Background: an optimization exercise with open tools, aiming at small area, a short achievable clock period and few clock cycles. Do not read the settings as production practice. Where RTL was checked, it was by simulation tests only, not by an equivalence proof against the original. Power is estimated from default activity; no workload was simulated.

==> trial 4: inputs <==
==> flow/design.v <==
module gld (
  input  wire        clk,
  input  wire        rst,
  input  wire        cmd_valid,
  output wire        cmd_ready,
  input  wire [39:0] cmd_word,
  output wire        ch_we,
  output wire [1:0]  ch_idx,
  output wire [15:0] ch_val,
  output wire        tx_query,
  output wire        rx_release,
  output wire        hs_done,
  output wire        hs_ok,
  output wire        rsp_valid,
  output reg  [31:0] rsp_data,
  output wire        dbg_byte_valid,
  output wire [7:0]  dbg_byte
);
  localparam [15:0] CRC_HDR = 16'hEBA0;    
  reg [2:0]  fstate;
  reg [2:0]  cursor;
  reg [7:0]  acc;
  reg        hdr;           
  reg [7:0]  id, len, didx;
  reg [15:0] ck;
  reg        ckidx;
  reg [31:0] accept_cnt, reject_cnt;
  reg        rx_en;
  reg [1:0]  hs_state;
  reg [6:0]  hs_count;      
  reg        presence;
  reg        cmd_err;
  reg [15:0] unit;
  reg [15:0] crc;           
  reg [7:0]  d0, d1, d2, d3, d4, d5, d6, d7;
  reg        p_pulse, p_burst, p_hsstart, p_hstick, p_rd;
  reg [3:0]  p_ql, p_qh, p_ra;
  reg        disp;
  reg [1:0]  di;
  reg        hsfail;
  wire [7:0]  op = cmd_word[39:32];
  wire [15:0] wa = cmd_word[31:16];
  wire [15:0] wb = cmd_word[15:0];
  wire        az = ~|wa;
  wire        bz = ~|wb;
  wire        op_ok = ~|op[7:3];
  wire [2:0]  o = op[2:0];
  wire        fmt_z = (o == 3'd0) | (o == 3'd1) | (o == 3'd4) | (o == 3'd5);
  wire        illegal = ~op_ok | (fmt_z & ~(az & bz)) | (o == 3'd3) | ((o == 3'd6) & ~bz);
  wire        legal = ~illegal;
  wire        take = cmd_valid & cmd_ready;
  wire [18:0] m1 = {3'd0, unit};
  wire [18:0] m2 = {2'd0, unit, 1'b0};
  wire [18:0] m3 = m1 + m2;
  wire [18:0] m4 = {1'd0, unit, 2'b0};
  wire [18:0] m5 = m1 + m4;
  wire [18:0] m6 = {m3[17:0], 1'b0};
  wire [18:0] m8 = {unit, 3'b0};
  wire [18:0] m7 = m8 - m1;
  function [3:0] qsat;
    input [15:0] x;
    input [18:0] a1, a2, a3, a4, a5, a6, a7, a8;
    reg [18:0] xx;
    begin
      xx = {3'd0, x};
      if (xx >= a8)      qsat = 4'd8;
      else if (xx >= a7) qsat = 4'd7;
      else if (xx >= a6) qsat = 4'd6;
      else if (xx >= a5) qsat = 4'd5;
      else if (xx >= a4) qsat = 4'd4;
      else if (xx >= a3) qsat = 4'd3;
      else if (xx >= a2) qsat = 4'd2;
      else if (xx >= a1) qsat = 4'd1;
      else               qsat = 4'd0;
    end
  endfunction
  wire [3:0] ql_n = qsat(wa, m1, m2, m3, m4, m5, m6, m7, m8);
  wire [3:0] qh_n = qsat(wb, m1, m2, m3, m4, m5, m6, m7, m8);
  wire [3:0] ra_n = (wa <= 16'd10) ? wa[3:0] : 4'hF;
  wire [3:0] pc   = {1'b0, cursor} + p_ql;         
  wire [4:0] pe   = {1'b0, pc} + {1'b0, p_qh};     
  wire       bdone = pe[4] | pe[3];
  reg  [7:0] new_acc;
  integer j;
  always @* begin
    for (j = 0; j < 8; j = j + 1)
      new_acc[j] = acc[j] | ((pc <= j) & (pe > j));
  end
  wire       fire = p_pulse & rx_en & bdone;
  wire [7:0] b = new_acc;
  function [15:0] crc_step;
    input [15:0] r;
    input [7:0]  x;
    integer k;
    begin
      crc_step = r ^ {x, 8'h00};
      for (k = 0; k < 8; k = k + 1)
        crc_step = crc_step[15] ? ((crc_step << 1) ^ 16'h1021) : (crc_step << 1);
    end
  endfunction
  wire [15:0] crc_b = crc_step(crc, b);
  wire recognised = (id == 8'h1C) & (len[7:3] != 5'd0);
  wire crc_ok     = (crc == {b, ck[7:0]});
  wire validate   = fire & (fstate == 3'd5) & ckidx;
  wire stall_pkt  = validate & crc_ok & recognised;
  wire hs_poll    = (hs_state == 2'd1);
  wire tick       = p_hstick & hs_poll;
  wire stall_hs   = tick & ~presence & (hs_count == 7'd69);
  assign cmd_ready = ~((disp & ~(di[1] & di[0])) | stall_pkt | stall_hs);
  assign dbg_byte_valid = fire;
  assign dbg_byte       = b;
  assign tx_query       = p_hsstart;
  assign rx_release     = stall_hs;
  assign hs_done        = (tick & presence) | hsfail;
  assign hs_ok          = ~hsfail;
  assign rsp_valid      = p_rd;
  assign ch_we          = disp;
  assign ch_idx         = di;
  reg [15:0] pair;
  always @* begin
    case (di)
      2'd0: pair = {d1, d0};
      2'd1: pair = {d3, d2};
      2'd2: pair = {d5, d4};
      default: pair = {d7, d6};
    endcase
  end
  assign ch_val = 16'd2048 - pair;
  always @* begin
    case (p_ra)
      4'd0:  rsp_data = {31'd0, rx_en};
      4'd1:  rsp_data = {16'd0, unit};
      4'd2:  rsp_data = {20'd0, cmd_err, presence, hs_state, 1'b0, cursor, 1'b0, fstate};
      4'd3:  rsp_data = {24'd0, acc};
      4'd4:  rsp_data = accept_cnt;
      4'd5:  rsp_data = reject_cnt;
      4'd6:  rsp_data = {25'd0, hs_count};
      4'd7:  rsp_data = {didx, len, id, 1'b0, hdr, 1'b0, hdr, 1'b0, hdr, 1'b0, hdr};
      4'd8:  rsp_data = {15'd0, ckidx, ck};
      4'd9:  rsp_data = 32'h00460455;
      4'd10: rsp_data = 32'h0C010800;
      default: rsp_data = 32'd0;
    endcase
  end
  wire dwe = fire & (fstate == 3'd3) & (didx[7:3] == 5'd0);
  always @(posedge clk) begin
    if (dwe) begin
      case (didx[2:0])
        3'd0: d0 <= b;
        3'd1: d1 <= b;
        3'd2: d2 <= b;
        3'd3: d3 <= b;
        3'd4: d4 <= b;
        3'd5: d5 <= b;
        3'd6: d6 <= b;
        default: d7 <= b;
      endcase
    end
  end
  always @(posedge clk) begin
    if (fire) begin
      if (fstate == 3'd0)
        crc <= CRC_HDR;
      else if (fstate == 3'd1 || fstate == 3'd2 || fstate == 3'd3)
        crc <= crc_b;
    end
  end
  always @(posedge clk) begin
    p_ql <= ql_n;
    p_qh <= qh_n;
    p_ra <= ra_n;
  end
  always @(posedge clk) begin
    if (rst) begin
      fstate     <= 3'd0;
      cursor     <= 3'd0;
      acc        <= 8'd0;
      hdr        <= 1'b0;
      id         <= 8'd0;
      len        <= 8'd0;
      didx       <= 8'd0;
      ck         <= 16'd0;
      ckidx      <= 1'b0;
      accept_cnt <= 32'd0;
      reject_cnt <= 32'd0;
      rx_en      <= 1'b0;
      hs_state   <= 2'd0;
      hs_count   <= 7'd0;
      presence   <= 1'b0;
      cmd_err    <= 1'b0;
      unit       <= 16'd43;
      p_pulse    <= 1'b0;
      p_burst    <= 1'b0;
      p_hsstart  <= 1'b0;
      p_hstick   <= 1'b0;
      p_rd       <= 1'b0;
      disp       <= 1'b0;
      di         <= 2'd0;
      hsfail     <= 1'b0;
    end else begin
      hsfail <= 1'b0;
      if (disp) begin
        di <= di + 2'd1;
        if (di == 2'd3)
          disp <= 1'b0;
      end
      if (p_burst) begin
        acc    <= 8'd0;
        cursor <= 3'd0;
      end
      if (p_pulse & rx_en) begin
        if (bdone) begin
          acc    <= 8'd0;
          cursor <= 3'd0;
          case (fstate)
            3'd0: begin
              if (b == 8'h55) begin
                hdr    <= 1'b1;
                fstate <= 3'd1;
              end
            end
            3'd1: begin
              id     <= b;
              fstate <= 3'd2;
            end
            3'd2: begin
              len  <= b;
              didx <= 8'd0;
              if (b == 8'd0) begin
                ck     <= 16'd0;
                ckidx  <= 1'b0;
                fstate <= 3'd5;
              end else
                fstate <= 3'd3;
            end
            3'd3: begin
              didx <= didx + 8'd1;
              if (didx + 8'd1 == len)
                fstate <= 3'd4;
            end
            3'd4: begin
              ck     <= {8'd0, b};
              ckidx  <= 1'b1;
              fstate <= 3'd5;
            end
            default: begin
              if (!ckidx) begin
                ck    <= {ck[15:8], ck[7:0] | b};
                ckidx <= 1'b1;
              end else begin
                ck     <= {ck[15:8] | b, ck[7:0]};
                ckidx  <= 1'b0;
                fstate <= 3'd0;
                if (crc_ok) begin
                  accept_cnt <= accept_cnt + 32'd1;
                  presence   <= 1'b1;
                  if (recognised) begin
                    disp <= 1'b1;
                    di   <= 2'd0;
                  end
                end else
                  reject_cnt <= reject_cnt + 32'd1;
              end
            end
          endcase
        end else begin
          acc    <= new_acc;
          cursor <= pe[2:0];
        end
      end
      if (p_hsstart) begin
        fstate     <= 3'd0;
        hdr        <= 1'b0;
        id         <= 8'd0;
        len        <= 8'd0;
        didx       <= 8'd0;
        ck         <= 16'd0;
        ckidx      <= 1'b0;
        acc        <= 8'd0;
        cursor     <= 3'd0;
        accept_cnt <= 32'd0;
        reject_cnt <= 32'd0;
        presence   <= 1'b0;
        hs_count   <= 7'd0;
        hs_state   <= 2'd1;
        rx_en      <= 1'b1;
      end
      if (tick) begin
        hs_count <= hs_count + 7'd1;
        if (presence)
          hs_state <= 2'd2;
        else if (hs_count == 7'd69) begin
          hs_state <= 2'd3;
          rx_en    <= 1'b0;
          hsfail   <= 1'b1;
        end
      end
      p_pulse   <= take & legal & (o == 3'd2);
      p_burst   <= take & legal & (o == 3'd1);
      p_hsstart <= take & legal & (o == 3'd4);
      p_hstick  <= take & legal & (o == 3'd5);
      p_rd      <= take & legal & (o == 3'd6);
      if (take) begin
        if (illegal)
          cmd_err <= 1'b1;
        else if (o == 3'd6) begin
          if (ra_n == 4'hF)
            cmd_err <= 1'b1;
        end else if (o == 3'd7) begin
          if (az)
            rx_en <= wb[0];
          else if (wa == 16'd1) begin
            if (!bz)
              unit <= wb;
          end else
            cmd_err <= 1'b1;
        end
      end
    end
  end
endmodule
==> flow/run.sh <==
#!/bin/bash
# synth_recipe.tcl (not shown) runs the flow's synth.tcl, then flattens the netlist and writes it again
# the make line also repeats each setting of config.mk as NAME=value (left out here)
make -C /OpenROAD-flow-scripts/flow DESIGN_CONFIG=/design/flow/config.mk WORK_HOME=/design/flow/orfs CLKGATE_MAP_FILE= SYNTH_SCRIPT=/design/flow/synth_recipe.tcl finish
==> flow/config.mk <==
export PLATFORM = sky130hd
export DESIGN_NAME = gld
export DESIGN_NICKNAME = gld
export VERILOG_FILES = /design/flow/design.v
export SDC_FILE = /design/flow/constraint.sdc
export NUM_CORES = 4
export LEC_CHECK = 0
export CAP_MARGIN = 20
export CORE_MARGIN = 2
export CORE_UTILIZATION = 40
export SLEW_MARGIN = 20
==> flow/constraint.sdc <==
create_clock -name core_clock -period 8.0 [get_ports {clk}]
set_input_delay 1.6000 -clock core_clock [delete_from_list [all_inputs] [get_ports {clk}]]
set_output_delay 1.6000 -clock core_clock [all_outputs]
set_load 0.01 [all_outputs]
==> trial 63 (differences from trial 4) <==
==> flow/design.v, changed modules only <==
module gld (
  input  wire        clk,
  input  wire        rst,
  input  wire        cmd_valid,
  output wire        cmd_ready,
  input  wire [39:0] cmd_word,
  output wire        ch_we,
  output wire [1:0]  ch_idx,
  output reg  [15:0] ch_val,
  output wire        tx_query,
  output wire        rx_release,
  output wire        hs_done,
  output wire        hs_ok,
  output wire        rsp_valid,
  output reg  [31:0] rsp_data,
  output wire        dbg_byte_valid,
  output wire [7:0]  dbg_byte
);
  localparam [15:0] CRC_HDR = 16'hEBA0;    
  reg [2:0]  fstate;
  reg [2:0]  cursor;
  reg [7:0]  acc;
  reg        hdr;           
  reg [7:0]  id, len, didx;
  reg [15:0] ck;
  reg        ckidx;
  reg [31:0] accept_cnt, reject_cnt;
  reg        rx_en;
  reg [1:0]  hs_state;
  reg [6:0]  hs_count;      
  reg        presence;
  reg        cmd_err;
  reg [15:0] unit;
  reg [15:0] crc;           
  reg        rec;           
  reg        lo_ok;         
  reg        zf;            
  reg [7:0]  v0, v1, v2, v3, v4, v5, v6, v7;    
  reg        p_pulse, p_burst, p_hsstart, p_hstick, p_rd;
  reg [7:0]  p_pat;         
  reg [8:1]  p_len;         
  reg [3:0]  p_ra;          
  reg        disp;          
  reg [1:0]  di;
  reg        hsfail;        
  wire [7:0]  op = cmd_word[39:32];
  wire [15:0] wa = cmd_word[31:16];
  wire [15:0] wb = cmd_word[15:0];
  wire        az = ~|wa;
  wire        bz = ~|wb;
  wire        op_ok = ~|op[7:3];
  wire [2:0]  o = op[2:0];
  wire        fmt_z = (o == 3'd0) | (o == 3'd1) | (o == 3'd4) | (o == 3'd5);
  wire        illegal = ~op_ok | (fmt_z & ~(az & bz)) | (o == 3'd3) | ((o == 3'd6) & ~bz);
  wire        legal = ~illegal;
  wire        take = cmd_valid & cmd_ready;
  wire [18:0] m1 = {3'd0, unit};
  wire [18:0] m2 = {2'd0, unit, 1'b0};
  wire [18:0] m3 = m1 + m2;
  wire [18:0] m4 = {1'd0, unit, 2'b0};
  wire [18:0] m5 = m1 + m4;
  wire [18:0] m6 = {m3[17:0], 1'b0};
  wire [18:0] m8 = {unit, 3'b0};
  wire [18:0] m7 = m8 - m1;
  function ge19;
    input [18:0] x;
    input [18:0] y;
    integer i;
    reg g;
    begin
      g = 1'b1;
      for (i = 0; i < 19; i = i + 1)
        g = (x[i] & ~y[i]) | ((x[i] | ~y[i]) & g);
      ge19 = g;
    end
  endfunction
  function [8:0] therm;
    input [15:0] x;
    input [18:0] a1, a2, a3, a4, a5, a6, a7, a8;
    reg [18:0] xx;
    begin
      xx = {3'd0, x};
      therm = {ge19(xx, a8), ge19(xx, a7), ge19(xx, a6), ge19(xx, a5), ge19(xx, a4), ge19(xx, a3), ge19(xx, a2), ge19(xx, a1), 1'b1};
    end
  endfunction
  wire [8:0] tl = therm(wa, m1, m2, m3, m4, m5, m6, m7, m8);    
  wire [8:0] th = therm(wb, m1, m2, m3, m4, m5, m6, m7, m8);
  reg [8:1] s_n;
  reg [7:0] pat_n;
  integer m, a;
  always @* begin
    for (m = 1; m <= 8; m = m + 1) begin
      s_n[m] = 1'b0;
      for (a = 0; a <= m; a = a + 1)
        s_n[m] = s_n[m] | (tl[a] & th[m - a]);
    end
    for (m = 0; m < 8; m = m + 1)
      pat_n[m] = ~tl[m + 1] & s_n[m + 1];
  end
  wire [3:0] ra_n = (wa <= 16'd10) ? wa[3:0] : 4'hF;
  wire [7:0] b = acc | (p_pat << cursor);
  reg        done;          
  always @* begin
    case (cursor)
      3'd0: done = p_len[8];
      3'd1: done = p_len[7];
      3'd2: done = p_len[6];
      3'd3: done = p_len[5];
      3'd4: done = p_len[4];
      3'd5: done = p_len[3];
      3'd6: done = p_len[2];
      default: done = p_len[1];
    endcase
  end
  wire [2:0] plen3 = {p_len[4], p_len[6] | (p_len[2] & ~p_len[4]),
                      (p_len[1] & ~p_len[2]) | (p_len[3] & ~p_len[4]) | (p_len[5] & ~p_len[6]) | (p_len[7] & ~p_len[8])};
  wire       fire = p_pulse & rx_en & done;
  wire       val_hi  = fire & (fstate == 3'd5) & ckidx;            
  wire       val_ok  = val_hi & lo_ok & (crc[15:8] == b);
  wire       val_bad = val_hi & ~(lo_ok & (crc[15:8] == b));
  function [31:0] inc32;
    input [31:0] q;
    input        e;
    integer g, i;
    reg [31:0] below;      
    reg        cg, c;
    begin
      cg = 1'b1;
      for (g = 0; g < 8; g = g + 1) begin
        c = cg;
        for (i = 0; i < 4; i = i + 1) begin
          below[4*g+i] = c;
          c = c & q[4*g+i];
        end
        cg = cg & (&q[4*g +: 4]);
      end
      inc32 = q ^ ({32{e}} & below);
    end
  endfunction
  function [15:0] crc_step;
    input [15:0] r;
    input [7:0]  x;
    integer k;
    begin
      crc_step = r ^ {x, 8'h00};
      for (k = 0; k < 8; k = k + 1)
        crc_step = crc_step[15] ? ((crc_step << 1) ^ 16'h1021) : (crc_step << 1);
    end
  endfunction
  wire hs_poll    = (hs_state == 2'd1);
  wire tick       = p_hstick & hs_poll;
  wire stall_hs   = tick & ~presence & (hs_count == 7'd69);
  wire stall_pkt  = p_pulse & rx_en & done & (fstate == 3'd5) & ckidx & lo_ok & rec;
  assign cmd_ready = ~((disp & ~(di[1] & di[0])) | stall_pkt | stall_hs);
  assign dbg_byte_valid = fire;
  assign dbg_byte       = b;
  assign tx_query       = p_hsstart;
  assign rx_release     = stall_hs;
  assign hs_done        = (tick & presence) | hsfail;
  assign hs_ok          = ~hsfail;
  assign rsp_valid      = p_rd;
  assign ch_we          = disp;
  assign ch_idx         = di;
  always @* begin
    case (di)
      2'd0: ch_val = {v1, v0};
      2'd1: ch_val = {v3, v2};
      2'd2: ch_val = {v5, v4};
      default: ch_val = {v7, v6};
    endcase
  end
  always @* begin
    case (p_ra)
      4'd0:  rsp_data = {31'd0, rx_en};
      4'd1:  rsp_data = {16'd0, unit};
      4'd2:  rsp_data = {20'd0, cmd_err, presence, hs_state, 1'b0, cursor, 1'b0, fstate};
      4'd3:  rsp_data = {24'd0, acc};
      4'd4:  rsp_data = accept_cnt;
      4'd5:  rsp_data = reject_cnt;
      4'd6:  rsp_data = {25'd0, hs_count};
      4'd7:  rsp_data = {didx, len, id, 1'b0, hdr, 1'b0, hdr, 1'b0, hdr, 1'b0, hdr};
      4'd8:  rsp_data = {15'd0, ckidx, ck};
      4'd9:  rsp_data = 32'h00460455;
      4'd10: rsp_data = 32'h0C010800;
      default: rsp_data = 32'd0;
    endcase
  end
  wire [7:0] vb = didx[0] ? (~b + 8'd8 + {7'd0, zf}) : (~b + 8'd1);
  wire dwe = fire & (fstate == 3'd3) & (didx[7:3] == 5'd0);
  always @(posedge clk) begin
    if (dwe) begin
      zf <= (b == 8'd0);
      case (didx[2:0])
        3'd0: v0 <= vb;
        3'd1: v1 <= vb;
        3'd2: v2 <= vb;
        3'd3: v3 <= vb;
        3'd4: v4 <= vb;
        3'd5: v5 <= vb;
        3'd6: v6 <= vb;
        default: v7 <= vb;
      endcase
    end
  end
  always @(posedge clk) begin
    if (fire) begin
      if (fstate == 3'd0)
        crc <= CRC_HDR;
      else if (fstate == 3'd1 || fstate == 3'd2 || fstate == 3'd3)
        crc <= crc_step(crc, b);
    end
  end
  always @(posedge clk) begin
    p_pat <= pat_n;
    p_len <= s_n;
    p_ra  <= ra_n;
  end
  always @(posedge clk) begin
    if (rst) begin
      fstate     <= 3'd0;
      cursor     <= 3'd0;
      acc        <= 8'd0;
      hdr        <= 1'b0;
      id         <= 8'd0;
      len        <= 8'd0;
      didx       <= 8'd0;
      ck         <= 16'd0;
      ckidx      <= 1'b0;
      accept_cnt <= 32'd0;
      reject_cnt <= 32'd0;
      rx_en      <= 1'b0;
      hs_state   <= 2'd0;
      hs_count   <= 7'd0;
      presence   <= 1'b0;
      cmd_err    <= 1'b0;
      unit       <= 16'd43;
      rec        <= 1'b0;
      lo_ok      <= 1'b0;
      p_pulse    <= 1'b0;
      p_burst    <= 1'b0;
      p_hsstart  <= 1'b0;
      p_hstick   <= 1'b0;
      p_rd       <= 1'b0;
      disp       <= 1'b0;
      di         <= 2'd0;
      hsfail     <= 1'b0;
    end else begin
      hsfail <= 1'b0;
      if (disp) begin
        di <= di + 2'd1;
        if (di == 2'd3)
          disp <= 1'b0;
      end
      if (p_burst) begin
        acc    <= 8'd0;
        cursor <= 3'd0;
      end
      if (p_pulse & rx_en) begin
        if (done) begin
          acc    <= 8'd0;
          cursor <= 3'd0;
          case (fstate)
            3'd0: begin
              if (b == 8'h55) begin
                hdr    <= 1'b1;
                fstate <= 3'd1;
              end
            end
            3'd1: begin
              id     <= b;
              fstate <= 3'd2;
            end
            3'd2: begin
              len  <= b;
              rec  <= (id == 8'h1C) & (b[7:3] != 5'd0);
              didx <= 8'd0;
              if (b == 8'd0) begin
                ck     <= 16'd0;
                ckidx  <= 1'b0;
                fstate <= 3'd5;
              end else
                fstate <= 3'd3;
            end
            3'd3: begin
              didx <= didx + 8'd1;
              if (didx + 8'd1 == len)
                fstate <= 3'd4;
            end
            3'd4: begin
              ck     <= {8'd0, b};
              ckidx  <= 1'b1;
              lo_ok  <= (crc[7:0] == b);
              fstate <= 3'd5;
            end
            default: begin
              if (!ckidx) begin
                ck    <= {ck[15:8], ck[7:0] | b};
                ckidx <= 1'b1;
                lo_ok <= (crc[7:0] == (ck[7:0] | b));
              end else begin
                ck     <= {ck[15:8] | b, ck[7:0]};
                ckidx  <= 1'b0;
                fstate <= 3'd0;
                if (lo_ok & (crc[15:8] == (ck[15:8] | b))) begin
                  presence   <= 1'b1;
                  if (rec) begin
                    disp <= 1'b1;
                    di   <= 2'd0;
                  end
                end
              end
            end
          endcase
        end else begin
          acc    <= b;
          cursor <= cursor + plen3;
        end
      end
      accept_cnt <= p_hsstart ? 32'd0 : inc32(accept_cnt, val_ok);
      reject_cnt <= p_hsstart ? 32'd0 : inc32(reject_cnt, val_bad);
      if (p_hsstart) begin
        fstate     <= 3'd0;
        hdr        <= 1'b0;
        id         <= 8'd0;
        len        <= 8'd0;
        didx       <= 8'd0;
        ck         <= 16'd0;
        ckidx      <= 1'b0;
        acc        <= 8'd0;
        cursor     <= 3'd0;
        presence   <= 1'b0;
        hs_count   <= 7'd0;
        hs_state   <= 2'd1;
        rx_en      <= 1'b1;
        rec        <= 1'b0;
      end
      if (tick) begin
        hs_count <= hs_count + 7'd1;
        if (presence)
          hs_state <= 2'd2;
        else if (hs_count == 7'd69) begin
          hs_state <= 2'd3;
          rx_en    <= 1'b0;
          hsfail   <= 1'b1;
        end
      end
      p_pulse   <= take & legal & (o == 3'd2);
      p_burst   <= take & legal & (o == 3'd1);
      p_hsstart <= take & legal & (o == 3'd4);
      p_hstick  <= take & legal & (o == 3'd5);
      p_rd      <= take & legal & (o == 3'd6);
      if (take) begin
        if (illegal)
          cmd_err <= 1'b1;
        else if (o == 3'd6) begin
          if (ra_n == 4'hF)
            cmd_err <= 1'b1;
        end else if (o == 3'd7) begin
          if (az)
            rx_en <= wb[0];
          else if (wa == 16'd1) begin
            if (!bz)
              unit <= wb;
          end else
            cmd_err <= 1'b1;
        end
      end
    end
  end
endmodule
- SETUP_SLACK_MARGIN: default -> 4.0
==> qor summary <==
item	trial 63	trial 4
DRT Wirelength	71600 µm	73500 µm
Storage element area	6060 µm²	5790 µm²
Status	finished clean	finished clean
Number of resized instances in the post-cts repair step	348	0
Fraction of final layout cells with drive strength greater than 1	20.5%	4.60%
Power density relative to cell area	117 nW/µm²	132 nW/µm²
Number of signal-net buffers in the layout	293	129
Final critical delay including setup and external delays	4160 ps	7360 ps
Flop2flop setup slack	3850 ps	2390 ps
Filler cell count	4406	4992
Die outline height	224 µm	232 µm
Buf/Inv on CP	2	3
Pin count of the biggest net entering global routing	62	66
GRT met2 Usage	47.0%	44.6%
Multi-input comb cells	1829	1975
Post-synthesis average cell area	8.19 µm²	8.64 µm²
Global placement routability congestion	0.914	0.939
Hold Path Sink	accept_cnt[31]	hdr
Wire length of the first global-routing pass	108000 µm	111000 µm
Power attributed to combinational cells	0.196 mW	0.399 mW
Startpoint-to-endpoint class of the critical path	input pin to flop	flop to output pin
Cell with the largest stage delay on the worst path	sky130_fd_sc_hd__dlygate4sd2_1	sky130_fd_sc_hd__fa_1
Final sequential cell count	260	249
Testbench counts of trial 4, summed over its fixed seeds: cycles 7,332.
The RTL of trial 63 was laid out without a check of its function.

-- port drivers added, routing unchanged --
The results above use ideal ports. As a check the final layouts listed here were re-extracted and re-timed, cells and wires unchanged.
Step 1 (the two cells are an assumption about what drives the block):
set clk [get_ports {clk}]
set_driving_cell -lib_cell sky130_fd_sc_hd__clkbuf_16 $clk
set_driving_cell -lib_cell sky130_fd_sc_hd__buf_2 [delete_from_list [all_inputs] $clk]
Step 2 also shifts input and output timing later by t, the mid clock arrival at the registers, as if the neighbouring blocks saw the same clock.
Three values: ideal, step 1, step 2; two values: the first two.
run	shift t [ns]	setup slack, ns	worst hold slack (ns)	latest minus earliest clock arrival (ns)
trial 4	0.615	0.636 / 0.583 / 1.199	0.486 / 0.486 / 0.486	0.033 / 0.033
trial 63	0.613	3.837 / 3.808 / 3.251	0.504 / 0.504 / 0.504	0.029 / 0.029
After both steps setup and hold are still met in every run listed. For trial 63, which loses most, drivers alone change the setup slack by -0.029 ns; drivers and shift together by -0.586 ns.
